What follows belongs to an exercise in optimizing a design on an open flow for small area, a short achievable clock period and few clock cycles per item; a production flow would make more cautious choices. The RTL was checked by simulation tests, not by an equivalence proof against the original design. Power is estimated from default activity; no workload was simulated.

## flow/flow/run.sh

```bash
#!/bin/bash
set -euo pipefail
bash standard.sh SETUP_SLACK_MARGIN=8.4 finish > orfs_flow.log 2>&1
```

## flow/standard.sh

```bash
#!/bin/bash
# synth_recipe.tcl (not shown) runs the flow's synth.tcl, then flattens the netlist and writes it again
# the make line also repeats each setting of config.mk as NAME=value (left out here)
make -C /OpenROAD-flow-scripts/flow DESIGN_CONFIG=/design/flow/config.mk WORK_HOME=/design/flow/orfs CLKGATE_MAP_FILE= SYNTH_SCRIPT=/design/flow/synth_recipe.tcl "${@:-finish}"
```

## flow/config.mk

```make
export PLATFORM = sky130hd
export DESIGN_NAME = udptl_encoder
export DESIGN_NICKNAME = udptl_encoder
export VERILOG_FILES = /design/flow/design.v
export SDC_FILE = /design/flow/constraint.sdc
export NUM_CORES = 4
export LEC_CHECK = 0
export CAP_MARGIN = 20
export CORE_MARGIN = 2
export CORE_UTILIZATION = 62
export CTS_CLUSTER_DIAMETER = 60
export CTS_CLUSTER_SIZE = 28
export PLACE_DENSITY = 0.8
export SLEW_MARGIN = 20
```

## flow/constraint.sdc

```tcl
create_clock -name core_clock -period 12.0 [get_ports {clk}]
set_input_delay 2.4000 -clock core_clock [delete_from_list [all_inputs] [get_ports {clk}]]
set_output_delay 2.4000 -clock core_clock [all_outputs]
set_load 0.01 [all_outputs]
```

## flow/design.v

```verilog
module udptl_encoder (
    input  wire        clk,
    input  wire        rst,
    input  wire        cmd_valid,
    output wire        cmd_ready,
    input  wire [5:0]  cmd_len,
    input  wire [1:0]  cfg_mode,
    input  wire [3:0]  cfg_span,
    input  wire [3:0]  cfg_entries,
    input  wire [15:0] cfg_far_max,
    input  wire        in_valid,
    output wire        in_ready,
    input  wire [7:0]  in_data,
    output wire        out_valid,
    input  wire        out_ready,
    output wire [7:0]  out_data,
    output wire        out_last,
    output wire        resp_valid,
    output wire [7:0]  resp_status,
    output wire [15:0] resp_seq,
    output wire [3:0]  resp_kept,
    output wire [9:0]  resp_len
);
    localparam MODE_RED = 2'd1;
    localparam MODE_FEC = 2'd2;
    localparam S_IDLE  = 4'd0;
    localparam S_H0    = 4'd1;
    localparam S_H1    = 4'd2;
    localparam S_H2    = 4'd3;
    localparam S_PAY   = 4'd4;
    localparam S_R0    = 4'd5;
    localparam S_R1    = 4'd6;
    localparam S_R2    = 4'd7;
    localparam S_R3    = 4'd8;
    localparam S_EL    = 4'd9;
    localparam S_ED    = 4'd10;
    localparam S_ERESP = 4'd11;
    localparam RD_IDLE = 2'd0;
    localparam RD_PAY  = 2'd1;
    localparam RD_WAIT = 2'd2;
    localparam RD_EL   = 2'd3;
    localparam PL_IDLE  = 2'd0;
    localparam PL_INIT  = 2'd1;
    localparam PL_INIT2 = 2'd2;
    localparam PL_SCAN  = 2'd3;
    localparam FL = 3;
    localparam FD = 1 << FL;
    reg [4:0]  G;               
    reg        q_valid;
    reg        q_age;           
    reg        q_wtaken;        
    reg        q_rtaken;        
    reg        q_actd;          
    reg        q_tag;
    reg [3:0]  q_slot;          
    reg [5:0]  q_len;
    reg [1:0]  q_mode;
    reg [3:0]  q_span;
    reg [3:0]  q_ent;
    reg [9:0]  q_far;           
    reg        q_farhi;         
    reg [2:0]  q_st;            
    reg [7:0]  q_prod;
    reg        tag_ctr;
    reg        w_busy;
    reg        w_ok;
    reg        w_tag;
    reg [3:0]  w_slot;
    reg [5:0]  w_rem;           
    reg [5:0]  w_cnt;           
    reg        w_started;       
    reg        w_started_q;     
    reg [4:0]  w_nxt;           
    reg [3:0]  wseq;
    reg        in_rdy;
    reg        in_q_v;
    reg [7:0]  in_q;
    reg [1:0]  rd;
    reg [5:0]  r_idx;           
    reg [4:0]  r_D;             
    reg [3:0]  r_job;           
    reg [3:0]  r_nj;            
    reg [15:0] r_use;           
    reg        r_tag;           
    reg [5:0]  r_plm1;          
    reg [5:0]  r_elm1;          
    reg        r_el0;           
    reg [3:0]  r_slot;          
    reg [31:0] x1;              
    reg        x1_v;
    reg [7:0]  rf [0:FD-1];
    reg [FL-1:0] rf_wr, rf_rd;
    reg [FL:0] rf_cnt;
    reg [3:0]  state;
    reg        a_tag;
    reg [5:0]  a_len;
    reg [1:0]  a_mode;
    reg [3:0]  a_span;
    reg [3:0]  a_ent;
    reg [3:0]  a_prod;
    reg [4:0]  a_s3;            
    reg [2:0]  a_st;
    reg        a_r15;           
    reg [15:0] seq;
    reg [4:0]  sent;            
    reg [5:0]  a_rem;           
    reg [9:0]  a_far;           
    reg [3:0]  em;
    reg [3:0]  eslot;           
    reg [5:0]  cel;             
    reg        lastel;          
    reg [7:0]  oe_d [0:1];
    reg        oe_l [0:1];
    reg        o_wp, o_rp;
    reg [1:0]  o_cnt;
    reg        p_v;             
    reg [7:0]  p_d;             
    reg        p_l;             
    reg        p_lr;            
    reg        e_v;             
    reg [2:0]  ro_st;           
    reg [15:0] ro_seq;
    reg [3:0]  ro_kept;
    reg [9:0]  ro_len;
    reg        c_rdy;           
    reg        pr_v;            
    reg        r_v;
    reg [2:0]  r_st;
    reg [15:0] r_seq;
    reg [3:0]  r_kept;
    reg [9:0]  r_len;
    reg [1:0]  pl;
    reg        pl_done;
    reg [3:0]  pc;              
    reg [3:0]  ps;              
    reg [3:0]  pm;
    reg [3:0]  pj;
    reg [3:0]  ptr;
    reg [3:0]  pbase;
    reg        pscan_end;
    reg        lv_v, lv_first, lv_last;
    reg [5:0]  lv;
    reg [5:0]  pmax;
    reg        bv_v;
    reg [5:0]  bv;
    reg        bok;
    reg [3:0]  bcnt;
    reg [3:0]  kept;
    reg [9:0]  olen;
    reg [10:0] room;            
    reg [15:0] mask0;
    reg [23:0] elen_arr;
    assign cmd_ready   = c_rdy;
    assign in_ready    = in_rdy;
    assign out_valid   = p_v;
    assign out_data    = p_d;
    assign out_last    = p_l;
    assign resp_valid  = r_v;
    assign resp_status = {5'd0, ro_st};
    assign resp_seq    = ro_seq;
    assign resp_kept   = ro_kept;
    assign resp_len    = ro_len;
    wire [3:0] cur   = seq[3:0];
    wire [9:0] olen_n = olen + {4'd0, bv} + 10'd1;    
    wire       f_ramp = (sent < {1'b0, a_prod});
    wire       f_c1   = (sent >= {1'b0, a_span});
    wire       f_c2   = (sent >= {a_span, 1'b0});
    wire       f_c3   = (sent >= a_s3);
    wire [3:0] cur_me = cur - a_ent;
    reg  [3:0] pc_c, ps_c, ptr_c, pbase_c;
    always @(*) begin
        pc_c    = 4'd0;
        ps_c    = 4'd0;
        ptr_c   = cur - 4'd1;
        pbase_c = cur;
        if (a_red) begin
            pc_c = (sent < {1'b0, a_ent}) ? sent[3:0] : a_ent;
        end else if (a_fec) begin
            if (f_ramp) begin
                pc_c    = {2'b00, f_c2, (f_c1 & ~f_c2) | f_c3};
                ps_c    = f_c1 ? a_span : 4'd0;
                ptr_c   = f_c3 ? cur - 4'd3 : (f_c2 ? cur - 4'd2 : cur - 4'd1);
                pbase_c = f_c3 ? cur - 4'd2 : (f_c2 ? cur - 4'd1 : cur);
            end else begin
                pc_c    = a_ent;
                ps_c    = a_span;
                ptr_c   = cur_me;
                pbase_c = cur_me + 4'd1;
            end
        end
    end
    wire       a_red = (a_mode == MODE_RED);
    wire       a_fec = (a_mode == MODE_FEC);
    wire [127:0] rbytes;
    wire [79:0]  lens;          
    wire         align = (r_D[1:0] == 2'b00);
    wire         wr_go = in_q_v & w_ok;
    wire         w_take;
    genvar g;
    generate
        for (g = 0; g < 16; g = g + 1) begin : SL
            reg [255:0] d;
            reg [2:0]   wb;
            reg [4:0]   ln;         
            wire        wr   = wr_go & (w_slot == g);
            wire [7:0]  tail = wr ? in_q : d[7:0];
            always @(posedge clk) begin
                d <= {tail, d[255:8]};
                if (wr & ~w_started_q) wb <= G[4:2];
                if (w_take && q_st == 3'd0 && wseq == g) ln <= q_len[4:0] - 5'd1;
            end
            wire [2:0] tap = wb + r_D[4:2];
            reg  [7:0] tapb;
            always @(*) begin
                case (tap)
                    3'd0: tapb = d[  7:  0];
                    3'd1: tapb = d[ 39: 32];
                    3'd2: tapb = d[ 71: 64];
                    3'd3: tapb = d[103: 96];
                    3'd4: tapb = d[135:128];
                    3'd5: tapb = d[167:160];
                    3'd6: tapb = d[199:192];
                    default: tapb = d[231:224];
                endcase
            end
            wire live = r_use[g] & ~r_idx[5] & (r_idx[4:0] <= ln);
            assign rbytes[g*8 +: 8] = live ? tapb : 8'h00;
            assign lens[g*5 +: 5]   = ln;
        end
    endgenerate
    wire [31:0] x1_c;
    genvar h;
    generate
        for (h = 0; h < 4; h = h + 1) begin : XG
            assign x1_c[h*8 +: 8] = rbytes[h*32 +: 8] ^ rbytes[h*32+8 +: 8] ^
                                    rbytes[h*32+16 +: 8] ^ rbytes[h*32+24 +: 8];
        end
    endgenerate
    wire [7:0] xbyte = x1[7:0] ^ x1[15:8] ^ x1[23:16] ^ x1[31:24];
    wire accept = cmd_valid & ~q_valid;
    wire [7:0] q_prod_c = q_span * q_ent;
    wire [2:0] q_st_c =
        (q_len == 6'd0)                                           ? 3'd6 :
        (q_len > 6'd32)                                           ? 3'd3 :
        (q_mode == MODE_FEC && (q_ent > 4'd4 || (q_ent == 4'd2 && q_span[3]) ||
         (q_ent == 4'd3 && q_span > 4'd5) || (q_ent == 4'd4 && q_span[3:2] != 2'b00))) ? 3'd7 :
                                                                    3'd0;
    assign w_take = q_valid & q_age & ~q_wtaken & ~w_busy & ~in_q_v &
                    ~((state != S_IDLE) & a_r15);
    wire in_fire  = in_valid & in_rdy;
    wire [4:0] G2 = G + 5'd2;
    wire [FL-1:0] rf_rd_n = rf_rd + 1'b1;
    wire [7:0] rf_head = rf[rf_rd];
    wire       rf_ne   = (rf_cnt != 0) & ~((rf_cnt == 1) & x1_v);
    wire       rf_nf   = ~rf_cnt[FL];
    wire       w_on_a  = w_busy & (w_tag == a_tag);
    wire       p_avail = ~(w_busy & (w_tag == r_tag)) | (w_cnt > r_idx);
    wire       r_fin;
    wire       r_take  = ((rd == RD_IDLE) | r_fin) & q_valid & q_age & q_wtaken & ~q_rtaken;
    wire       r_view   = (a_tag == r_tag) & (state != S_IDLE) & (pl != PL_INIT);
    wire [3:0] r_job_n  = (rd == RD_WAIT) ? r_nj : r_job + 4'd1;
    wire       r_start  = r_view & (kept > r_job_n) & ((rd == RD_WAIT) | r_jend);
    assign     r_fin    = r_view & pl_done & ~(kept > r_job_n) & ((rd == RD_WAIT) | r_jend);
    wire       r_first  = (r_job_n == 4'd0);
    wire [3:0] r_slot_n = r_first ? cur - 4'd1 : r_slot - 4'd1;
    wire [5:0] r_fel_n  = elen_arr[r_job_n[1:0]*6 +: 6];
    wire [5:0] r_elm1_n = a_red ? {1'b0, lens[r_slot_n*5 +: 5]} : r_fel_n - 6'd1;
    wire       r_el0_n  = ~a_red & (r_fel_n == 6'd0);
    wire       r_push  = rf_nf & align & (((rd == RD_PAY) & p_avail) |
                                          ((rd == RD_EL) & ~r_el0));
    wire       r_jend  = (rd == RD_EL) & (r_el0 | (r_push & (r_idx == r_elm1)));
    wire [5:0] cur_elen = cel;
    wire       last_el  = lastel;
    wire       el_first = pfire & (((state == S_R1) & ~a_fec) | (state == S_R3));
    wire       el_next  = pfire & (((state == S_EL) & (cel == 6'd0)) |
                                   ((state == S_ED) & (a_rem == 6'd1)));
    wire [3:0] em_n     = el_first ? 4'd0 : em + 4'd1;
    wire [3:0] eslot_n  = el_first ? cur - 4'd1 : eslot - 4'd1;
    reg [7:0] pbyte;
    reg       pvalid;
    reg       plast;
    always @(*) begin
        pbyte  = rf_head;
        pvalid = 1'b0;
        plast  = 1'b0;
        case (state)
            S_H0: begin pbyte = seq[15:8]; pvalid = 1'b1; end
            S_H1: begin pbyte = seq[7:0];  pvalid = 1'b1; end
            S_H2: begin pbyte = {2'b00, a_len}; pvalid = 1'b1; end
            S_PAY: pvalid = rf_ne;
            S_R0: begin
                pbyte  = a_fec ? 8'h80 : 8'h00;
                pvalid = 1'b1;
            end
            S_R1: begin
                if (a_fec) begin
                    pbyte  = 8'h01;
                    pvalid = 1'b1;
                end else begin
                    pbyte  = {4'd0, kept};
                    pvalid = pl_done;
                    plast  = (kept == 4'd0);
                end
            end
            S_R2: begin pbyte = {4'd0, ps}; pvalid = 1'b1; end
            S_R3: begin
                pbyte  = {4'd0, kept};
                pvalid = pl_done;
                plast  = (kept == 4'd0);
            end
            S_EL: begin
                pbyte  = {2'b00, cur_elen};
                pvalid = 1'b1;
                plast  = (cur_elen == 6'd0) & last_el;
            end
            S_ED: begin
                pvalid = rf_ne;
                plast  = (a_rem == 6'd1) & last_el;
            end
            default: ;
        endcase
    end
    wire pfire   = pvalid & (o_cnt != 2'd2);
    wire rf_pop  = pfire & ((state == S_PAY) | (state == S_ED));
    wire can_act = q_valid & q_age & q_wtaken & ~q_actd;
    wire act_err = (q_st != 3'd0);
    wire finish_ok  = pfire & plast;
    wire finish_err = (state == S_ERESP) & ~pr_v & ~w_on_a;
    wire act = can_act & ((state == S_IDLE) | finish_ok | finish_err);
    wire o_fire = p_v & out_ready;
    wire pr_v_n = finish_ok | (pr_v & ~(o_fire & p_lr));
    wire [1:0] o_cnt_ap = o_cnt - {1'b0, o_fire};       
    wire       o_rp_n   = o_rp ^ o_fire;
    wire       o_hd_new = (o_cnt_ap == 2'd0);            
    wire [7:0] o_hd_d   = o_hd_new ? pbyte : oe_d[o_rp_n];
    wire       o_hd_l   = o_hd_new ? plast : oe_l[o_rp_n];
    always @(posedge clk) begin
        if (rst) begin
            G       <= 5'd0;
            q_valid <= 1'b0;
            c_rdy   <= 1'b1;
            p_lr    <= 1'b0;
            w_busy  <= 1'b0;
            w_rem   <= 6'd0;
            wseq    <= 4'd0;
            in_rdy  <= 1'b0;
            in_q_v  <= 1'b0;
            rd      <= RD_IDLE;
            rf_cnt  <= 0;
            rf_wr   <= 0;
            rf_rd   <= 0;
            x1_v    <= 1'b0;
            state   <= S_IDLE;
            seq     <= 16'd0;
            sent    <= 5'd0;
            p_v     <= 1'b0;
            o_cnt   <= 2'd0;
            o_wp    <= 1'b0;
            o_rp    <= 1'b0;
            e_v     <= 1'b0;
            pr_v    <= 1'b0;
            r_v     <= 1'b0;
        end else begin
            G <= G + 5'd1;
            if (accept) begin
                q_valid <= 1'b1;
                c_rdy   <= 1'b0;
            end else if (q_wtaken & q_rtaken & (q_actd | act)) begin
                q_valid <= 1'b0;
                c_rdy   <= 1'b1;
            end
            in_q_v <= in_fire;
            if (w_take) begin
                w_busy <= 1'b1;
                w_rem  <= q_len;
                if (q_st == 3'd0) wseq <= wseq + 4'd1;
                in_rdy <= (q_len != 6'd0) & ((q_st != 3'd0) | (G2[1:0] == 2'b00));
            end else begin
                if (in_fire) w_rem <= w_rem - 6'd1;
                if (w_busy && w_rem == 6'd0 && !in_q_v) w_busy <= 1'b0;
                if (in_fire)
                    in_rdy <= (w_rem != 6'd1) & (~w_ok | ~w_started | (G2 == w_nxt + 5'd1));
                else
                    in_rdy <= (w_rem != 6'd0) & (~w_ok | (w_started ? (G2 == w_nxt) : (G2[1:0] == 2'b00)));
            end
            rf_cnt <= rf_cnt + {{FL{1'b0}}, r_push} - {{FL{1'b0}}, rf_pop};
            if (x1_v) rf_wr <= rf_wr + 1'b1;
            x1_v <= r_push;
            if (rf_pop) rf_rd <= rf_rd_n;
            case (rd)
                RD_PAY:  if (r_push && r_idx == r_plm1) rd <= RD_WAIT;
                RD_WAIT: if (r_start) rd <= RD_EL;
                         else if (r_fin) rd <= RD_IDLE;
                RD_EL:   if (r_fin) rd <= RD_IDLE;
                         else if (r_jend && !r_start) rd <= RD_WAIT;
                default: ;
            endcase
            if (r_take) rd <= (q_st == 3'd0) ? RD_PAY : RD_IDLE;
            if (pfire) begin
                case (state)
                    S_H0:  state <= S_H1;
                    S_H1:  state <= S_H2;
                    S_H2:  state <= S_PAY;
                    S_PAY: if (a_rem == 6'd1) state <= S_R0;
                    S_R0:  state <= S_R1;
                    S_R1:  if (a_fec) state <= S_R2;
                           else if (kept != 4'd0) state <= S_EL;
                    S_R2:  state <= S_R3;
                    S_R3:  if (kept != 4'd0) state <= S_EL;
                    S_EL:  if (cur_elen != 6'd0) state <= S_ED;
                    S_ED:  if (a_rem == 6'd1) state <= S_EL;
                    default: ;
                endcase
            end
            if (finish_ok | finish_err) state <= S_IDLE;
            if (act) state <= act_err ? S_ERESP : S_H0;
            if (finish_ok) begin
                seq <= seq + 16'd1;
                if (!sent[4]) sent <= sent + 5'd1;
            end
            o_cnt <= o_cnt_ap + {1'b0, pfire};
            p_v   <= (o_cnt_ap != 2'd0) | pfire;
            if (pfire)  o_wp <= ~o_wp;
            if (o_fire) o_rp <= o_rp_n;
            p_lr  <= o_hd_l & pr_v_n;
            e_v  <= finish_err;
            r_v  <= (o_fire & p_lr) | e_v;
            pr_v <= pr_v_n;
        end
    end
    always @(posedge clk) begin
        if (accept) begin
            q_age    <= 1'b0;
            q_wtaken <= 1'b0;
            q_rtaken <= 1'b0;
            q_actd   <= 1'b0;
            q_tag    <= tag_ctr;
            tag_ctr  <= ~tag_ctr;
            q_len    <= cmd_len;
            q_mode   <= cfg_mode;
            q_span   <= cfg_span;
            q_ent    <= cfg_entries;
            q_far    <= cfg_far_max[9:0];
            q_farhi  <= |cfg_far_max[15:10];
        end else begin
            q_age <= 1'b1;
            if (w_take) q_wtaken <= 1'b1;
            if (r_take) q_rtaken <= 1'b1;
            if (act) q_actd <= 1'b1;
        end
        q_st   <= q_st_c;
        q_prod <= q_prod_c;
        in_q <= in_data;
        if (in_q_v) begin
            w_cnt       <= w_cnt + 6'd1;
            w_started_q <= 1'b1;
        end
        if (w_take) begin
            w_ok        <= (q_st == 3'd0);
            w_tag       <= q_tag;
            w_slot      <= wseq;
            q_slot      <= wseq;
            w_cnt       <= 6'd0;
            w_started   <= 1'b0;
            w_started_q <= 1'b0;
        end else if (in_fire) begin
            w_started <= 1'b1;
            w_nxt     <= w_started ? w_nxt + 5'd1 : G2;
        end
        x1 <= x1_c;
        if (x1_v) rf[rf_wr] <= xbyte;
        if (r_start) begin
            r_slot <= r_slot_n;
            r_elm1 <= r_elm1_n;
            r_el0  <= r_el0_n;
        end
        r_D <= r_push ? r_D : r_D - 5'd1;
        if (r_push) r_idx <= r_idx + 6'd1;
        case (rd)
            RD_PAY: r_nj <= 4'd0;
            RD_EL:  r_nj <= r_job + 4'd1;
            default: ;
        endcase
        if (r_take) begin
            r_idx  <= 6'd0;
            r_D    <= ~G;
            r_use  <= 16'd1 << q_slot;
            r_tag  <= q_tag;
            r_plm1 <= q_len - 6'd1;
        end
        if (r_start) begin
            r_job <= r_job_n;
            r_idx <= 6'd0;
            r_D   <= ~G;
            r_use <= a_red ? {r_use[0], r_use[15:1]} : (r_first ? mask0 : {r_use[14:0], r_use[15]});
        end
        if (pfire) begin
            case (state)
                S_H2:  a_rem <= a_len;
                S_PAY: a_rem <= a_rem - 6'd1;
                S_EL:  begin
                    a_rem <= cur_elen;
                end
                S_ED:  begin
                    a_rem <= a_rem - 6'd1;
                end
                default: ;
            endcase
        end
        if (el_first | el_next) begin
            em     <= em_n;
            eslot  <= eslot_n;
            cel    <= a_red ? {1'b0, lens[eslot_n*5 +: 5]} + 6'd1 : elen_arr[em_n[1:0]*6 +: 6];
            lastel <= (em_n + 4'd1 == kept);
        end
        if (act) begin
            a_tag  <= q_tag;
            a_len  <= q_len;
            a_mode <= q_mode;
            a_span <= q_span;
            a_ent  <= q_ent;
            a_prod <= q_prod[3:0];
            a_s3   <= (q_span > 4'd5) ? 5'd16 : {1'b0, q_span} + {q_span, 1'b0};
            a_st   <= q_st;
            a_far  <= q_farhi ? 10'h3FF : q_far;
            a_r15  <= (q_mode == MODE_RED && q_ent == 4'd15) ||
                      (q_mode == MODE_FEC && q_prod == 8'd15);
        end
        if (pfire) begin
            oe_d[o_wp] <= pbyte;
            oe_l[o_wp] <= plast;
        end
        p_d <= o_hd_d;
        p_l <= o_hd_l;
        ro_st   <= r_st;
        ro_seq  <= r_seq;
        ro_kept <= r_kept;
        ro_len  <= r_len;
        if (finish_ok) begin
            r_st   <= 3'd0;
            r_seq  <= seq;
            r_kept <= kept;
            r_len  <= olen;
        end
        if (finish_err) begin
            r_st   <= a_st;
            r_seq  <= 16'd0;
            r_kept <= 4'd0;
            r_len  <= 10'd0;
        end
        lv_v <= 1'b0;
        bv_v <= 1'b0;
        begin
            case (pl)
                PL_INIT: begin
                    kept  <= 4'd0;
                    bok   <= 1'b1;
                    bcnt  <= 4'd0;
                    mask0 <= 16'd0;
                    olen  <= {4'd0, a_len} + (a_fec ? 10'd7 : 10'd5);
                    room  <= {1'b0, a_far} - {5'd0, a_len} - (a_fec ? 11'd7 : 11'd5);
                    pm <= 4'd0;
                    pj <= 4'd1;
                    pscan_end <= 1'b0;
                    pc <= pc_c;
                    ps <= ps_c;
                    ptr   <= ptr_c;
                    pbase <= pbase_c;
                    if (pc_c == 4'd0) begin
                        pl <= PL_IDLE;
                        pl_done <= 1'b1;
                    end else begin
                        pl <= PL_SCAN;
                    end
                end
                PL_SCAN: begin
                    if (!pscan_end) begin
                        lv_v     <= 1'b1;
                        lv       <= (a_fec && ps == 4'd0) ? 6'd0 : {1'b0, lens[ptr*5 +: 5]} + 6'd1;
                        lv_first <= a_red | (ps == 4'd0) | (pj == 4'd1);
                        lv_last  <= a_red | (ps == 4'd0) | (pj == ps);
                        if (a_red) begin
                            ptr <= ptr - 4'd1;
                        end else if (ps != 4'd0) begin
                            if (pm == 4'd0) mask0 <= mask0 | (16'd1 << ptr);
                            if (pj == ps) begin
                                pj    <= 4'd1;
                                ptr   <= pbase;
                                pbase <= pbase + 4'd1;
                            end else begin
                                pj  <= pj + 4'd1;
                                ptr <= ptr - pc;
                            end
                        end
                        if (a_red || ps == 4'd0 || pj == ps) begin
                            pm <= pm + 4'd1;
                            if (pm + 4'd1 == pc) pscan_end <= 1'b1;
                        end
                    end
                    if (lv_v) begin
                        if (lv_last) begin
                            bv_v <= 1'b1;
                            bv   <= (lv_first || lv > pmax) ? lv : pmax;
                        end else begin
                            pmax <= (lv_first || lv > pmax) ? lv : pmax;
                        end
                    end
                    if (bv_v) begin
                        bcnt <= bcnt + 4'd1;
                        if (bok) begin
                            if (!room[10] && room[9:0] > {4'd0, bv}) begin
                                olen <= olen_n;
                                room <= room + {5'h1F, ~bv};
                                kept <= kept + 4'd1;
                                elen_arr[kept[1:0]*6 +: 6] <= bv;
                            end else begin
                                bok <= 1'b0;
                            end
                        end
                        if (bcnt + 4'd1 == pc) begin
                            pl <= PL_IDLE;
                            pl_done <= 1'b1;
                        end
                    end
                end
                default: ;
            endcase
        end
        if (act) begin
            pl      <= act_err ? PL_IDLE : PL_INIT;
            pl_done <= 1'b0;
        end
    end
endmodule
```

==> notes.md <==
[worst max path at each step]
stage               depth (start not counted)  slack (ns)             startpoint               end
global route                                1        8.17     c_rdy$_SDFFE_PP1P_         cmd_ready
detailed placement                         12        6.88  state[3]$_SDFFE_PP0P_  cel[3]$_DFFE_PP_
floorplan                                   8        8.40              out_ready    p_d[4]$_DFF_P_
finish                                      1        8.22     c_rdy$_SDFFE_PP1P_         cmd_ready
CTS                                         1        8.17     c_rdy$_SDFFE_PP1P_         cmd_ready
global placement                           14        6.93  state[3]$_SDFFE_PP0P_  cel[4]$_DFFE_PP_
[cell families (layout without fill, tap and decap cells)]
| group | count (synthesis) | in the layout |
|---|---|---|
| flops | 4788 | 4788 |
| simple gates | 1527 | 1527 |
| compound gates | 1133 | 1134 |
| buf+inv | 526 | 841 |
| mux | 433 | 433 |
| xor+xnor | 342 | 342 |
| fa+ha+maj | 271 | 271 |
| other cells | 1 | 8 |
[final cells by class]
type	count	area share, %
timing repair inverter	1	0.003518
timing repair buffer	284	1.748
clock inverter	59	0.7413
sequential	4788	70.78
inverter	237	0.6499
tap	2788	2.452
multi-input combinational	3712	19.59
antenna	3	0.005277
clock buffer	260	4.030
[state kept, by name, indices dropped and copies added (netlist names), 11 cells and up, named ones only]
| register | count |
|---|---|
| SL.ln | 80 |
| SL.d | 4096 |
| seq | 16 |
| ro_seq | 16 |
| room | 11 |
| x1 | 32 |
| SL.wb | 48 |
| oe_d | 16 |
| r_use | 16 |
| mask0 | 16 |
| r_seq | 16 |
| rf | 64 |
| elen_arr | 24 |
[metrics by stage]
| step | total power, mW | hold slack (ns) | area, um2 | setup WS, ns |
|---|---|---|---|---|
| 2_1_floorplan | 20.32 | 0.3096 | 129700 | 8.400 |
| 6_report | 30.85 | 0.2943 | 142300 | 8.222 |
| 3_3_place_gp | 22.00 | 0.3095 | 133900 | 6.934 |
| 4_1_cts | 30.66 | 0.2918 | 141300 | 8.166 |
| 3_5_place_dp | 22.16 | 0.3121 | 133900 | 6.882 |
| 5_1_grt | 31.91 | 0.2927 | 142300 | 8.171 |
[timing repair]
action / 4_1_cts / 5_1_grt
gates resized for setup: 307 / 106
pin swaps: 8 / 24
endpoints found under the setup margin: 278 / 275
hold buffers: 0 / 0
setup buffers: 27 / 46
cloned: 3 / 4
[cells in the final DEF, fill, tap and decap left out, drive strengths merged, types with 26 or more instances in the layout]
| cell | synthesis | final |
|---|---|---|
| buf | 52 | 236 |
| nor2 | 466 | 466 |
| nand2 | 550 | 550 |
| and3 | 26 | 26 |
| xnor2 | 201 | 201 |
| nand3 | 107 | 107 |
| mux2 | 167 | 167 |
| dfxtp | 4310 | 4310 |
| clkdlybuf4s50 | 0 | 43 |
| and2 | 46 | 46 |
| o221ai | 40 | 40 |
| nor2b | 58 | 58 |
| a21o | 31 | 31 |
| ha | 242 | 242 |
| fa | 28 | 28 |
| a21oi | 249 | 249 |
| inv | 234 | 262 |
| o22ai | 82 | 82 |
| nand4 | 30 | 30 |
| nand2b | 57 | 57 |
| nor3 | 72 | 72 |
| clkinv | 3 | 29 |
| edfxtp | 478 | 478 |
| a221oi | 26 | 26 |
| o21ai | 273 | 273 |
| o211ai | 86 | 86 |
| clkbuf | 237 | 265 |
| a31oi | 72 | 72 |
| a211oi | 92 | 92 |
| mux2i | 144 | 144 |
| xor2 | 141 | 141 |
| mux4 | 122 | 122 |
[routing by layer]
| layer | track usage [%] | vias up |
|---|---|---|
| met3 | 4.052 | 516 |
| met2 | 39.76 | 2088 |
| met4 | 8.948 | 6 |
| met5 | 0 | - |
| met1 | 35.34 | 32749 |
| li1 | - | 30966 |
[power groups by stage]
stage / sequential [mW] / clock, mW / combinational (mW)
floorplan: 17.1 / 0 / 3.26
finish: 16.8 / 8.56 / 5.50
CTS: 16.8 / 8.65 / 5.22
global placement: 17.2 / 0 / 4.83
global route: 16.8 / 9.20 / 5.90
detailed placement: 17.2 / 0 / 4.97
==> notes.md <==
slowest cell on the critical path dfxtp_4; CP startpoint kind register; main combinational cell family by area after synthesis compound AO/OA/AOI/OAI gates; Finished Core Util 68.57%; Final Hold Fails 0; Int Pwr 22.02 mW; most common library cells after synthesis 4310 x dfxtp_1, 548 x nand2_1, 478 x edfxtp_1, 466 x nor2_1, 268 x o21ai_0; Reg2Reg Depth 15; clock power share 27.8%; hold endpoint SL[0].d[34]$_DFF_P_; share of cells above drive strength 1 11.08%; slew margin rel. 25.57%; kind of critical path register to output port; initial antenna violation count 11; clock sink count 4788; multiplexer share of the synthesized area 4.684%; crit-path max cell delay 0.37 ns; IO buf count 90; Placer Congestion 0.9654; met1 WL 119.2 mm; Switch Pwr 8.823 mW; Buf+Inv Stages, Crit Path 1; largest net degree at the start of global routing 68; worst skew pair latency 0.90 ns; setup slack, reg-to-reg 8.40 ns; CTS clk-pin slew, worst paths 0.10 ns; synth top area cells dfxtp_1 67%, edfxtp_1 11%, ha_1 2.3%; Area Overhead vs Synth 9.802%; worst reg2reg path startpoint state[2]$_SDFFE_PP0P_; Cell Chain, Critical Path buf_6; Pre-antenna DRT Iters 6; Nets 9552; sequential share of power 54.4%; FILL cells 13.24k; hold path start SL[0].d[42]$_DFF_P_; xor/xnor share of the synthesized area 2.317%; synthesis-stage register bit count 4788; Worst Hold Depth 0; max-cap violation count 0; Max FO, Critical Path 2; VDD IR max 159.0 uV; DRT iter0 DRCs 5551; die height 461.2 um; CTS root buffer clkbuf_16; average wire per standard cell 22.37 um; post-DP HPWL 171.3 mm; Non-Filler Instances 12.13k; gr ovfl total 0; outcome finished clean; Reg2Reg Capture Point cel[4]$_DFFE_PP_; cts bufs inserted 213; Mapped Cells 9021; DR WL met2 125.5 mm; EDFF count, synth 478; max frequency 0.2647 GHz; Final Cycle Share 31.48%; drt via density 5.467; Post-Synth Simple-Gate Area 5.352%; Mapped Area 0.1296 mm2; fraction of registers with async set/reset 0%; gr usage total 25.14%; post-synth top area cell dfxtp_1; chip width 461.2 um; Worst Tran Pin Value 1.116 ns; multi-input logic area 0.02788 mm2; Worst path top cell family by delay flip-flops; # setup viols final 0; Sw Ratio 28.60%; Seq/Total Area, Yosys 77.67%; H-Tree Level Count 4; Setup Skew 0.06307 ns; RSZ-0062 raised after global routing true; WL met3 17.08 mm; Die ar. 0.2127 mm2; Cells after DPL 11.73k; Rows 167; most instantiated library cell after synthesis dfxtp_1; PD cells 216.8 mW/mm2; remaining antenna violation count 0; Slew Viols, Final 0; Storage cell area 0.1007 mm2; clk buf depth 3; first-pass GRT wire length 405.6 mm; Mean Syn Cell Area 14.36 um2; Synth cell types 92; Synth Area in Compound Gates 5.627%; crit end category output port; combinational group share of total power 17.8%; CTS tree yes; Starting Density 62.45%; Ys Warns 1; Ports 96; adder-cell share of the synthesized area 2.777%; post-synth top area share 66.59%; dominant synthesized flop cell dfxtp_1; # DRC 0; CP arrival 1.38 ns; TNS Setup 0 ns; top sig layer met5; drt total wl 271.4 mm; Final min period 3.778 ns; core box area 0.2075 mm2; worst path required time 9.60 ns; vias 66.33k; vias in the first global route 66.33k; Worst Hold Class register to register; leakage 55.31 nW
Testbench counts, summed over its fixed seeds: cycles 96,739, items 1,280.

[re-timing with driven ports]
Ports are ideal in the flow. The routed layout listed here was re-timed in OpenROAD. Step 1 sets driving cells, clkbuf_16 on the clock port and buf_2 on the other inputs (assumed; they add their load-dependent delay and slew). Step 2, shift: input delay + t, output delay - t, t = (earliest + latest rising clock arrival at the registers) / 2. This alone moves slack from input paths to output paths. Slacks: ideal ports / drivers / drivers and shift; pairs: ideal ports / drivers.
t (ns): 0.958
setup slack, ns: 8.222 / 8.142 / 7.660
hold slack, ns: 0.294 / 0.294 / 0.294
clock arrival spread, ns: 0.076 / 0.075
After both steps setup and hold are still met in this run. For this run, drivers alone change the setup slack by -0.080 ns; drivers and shift together by -0.562 ns.
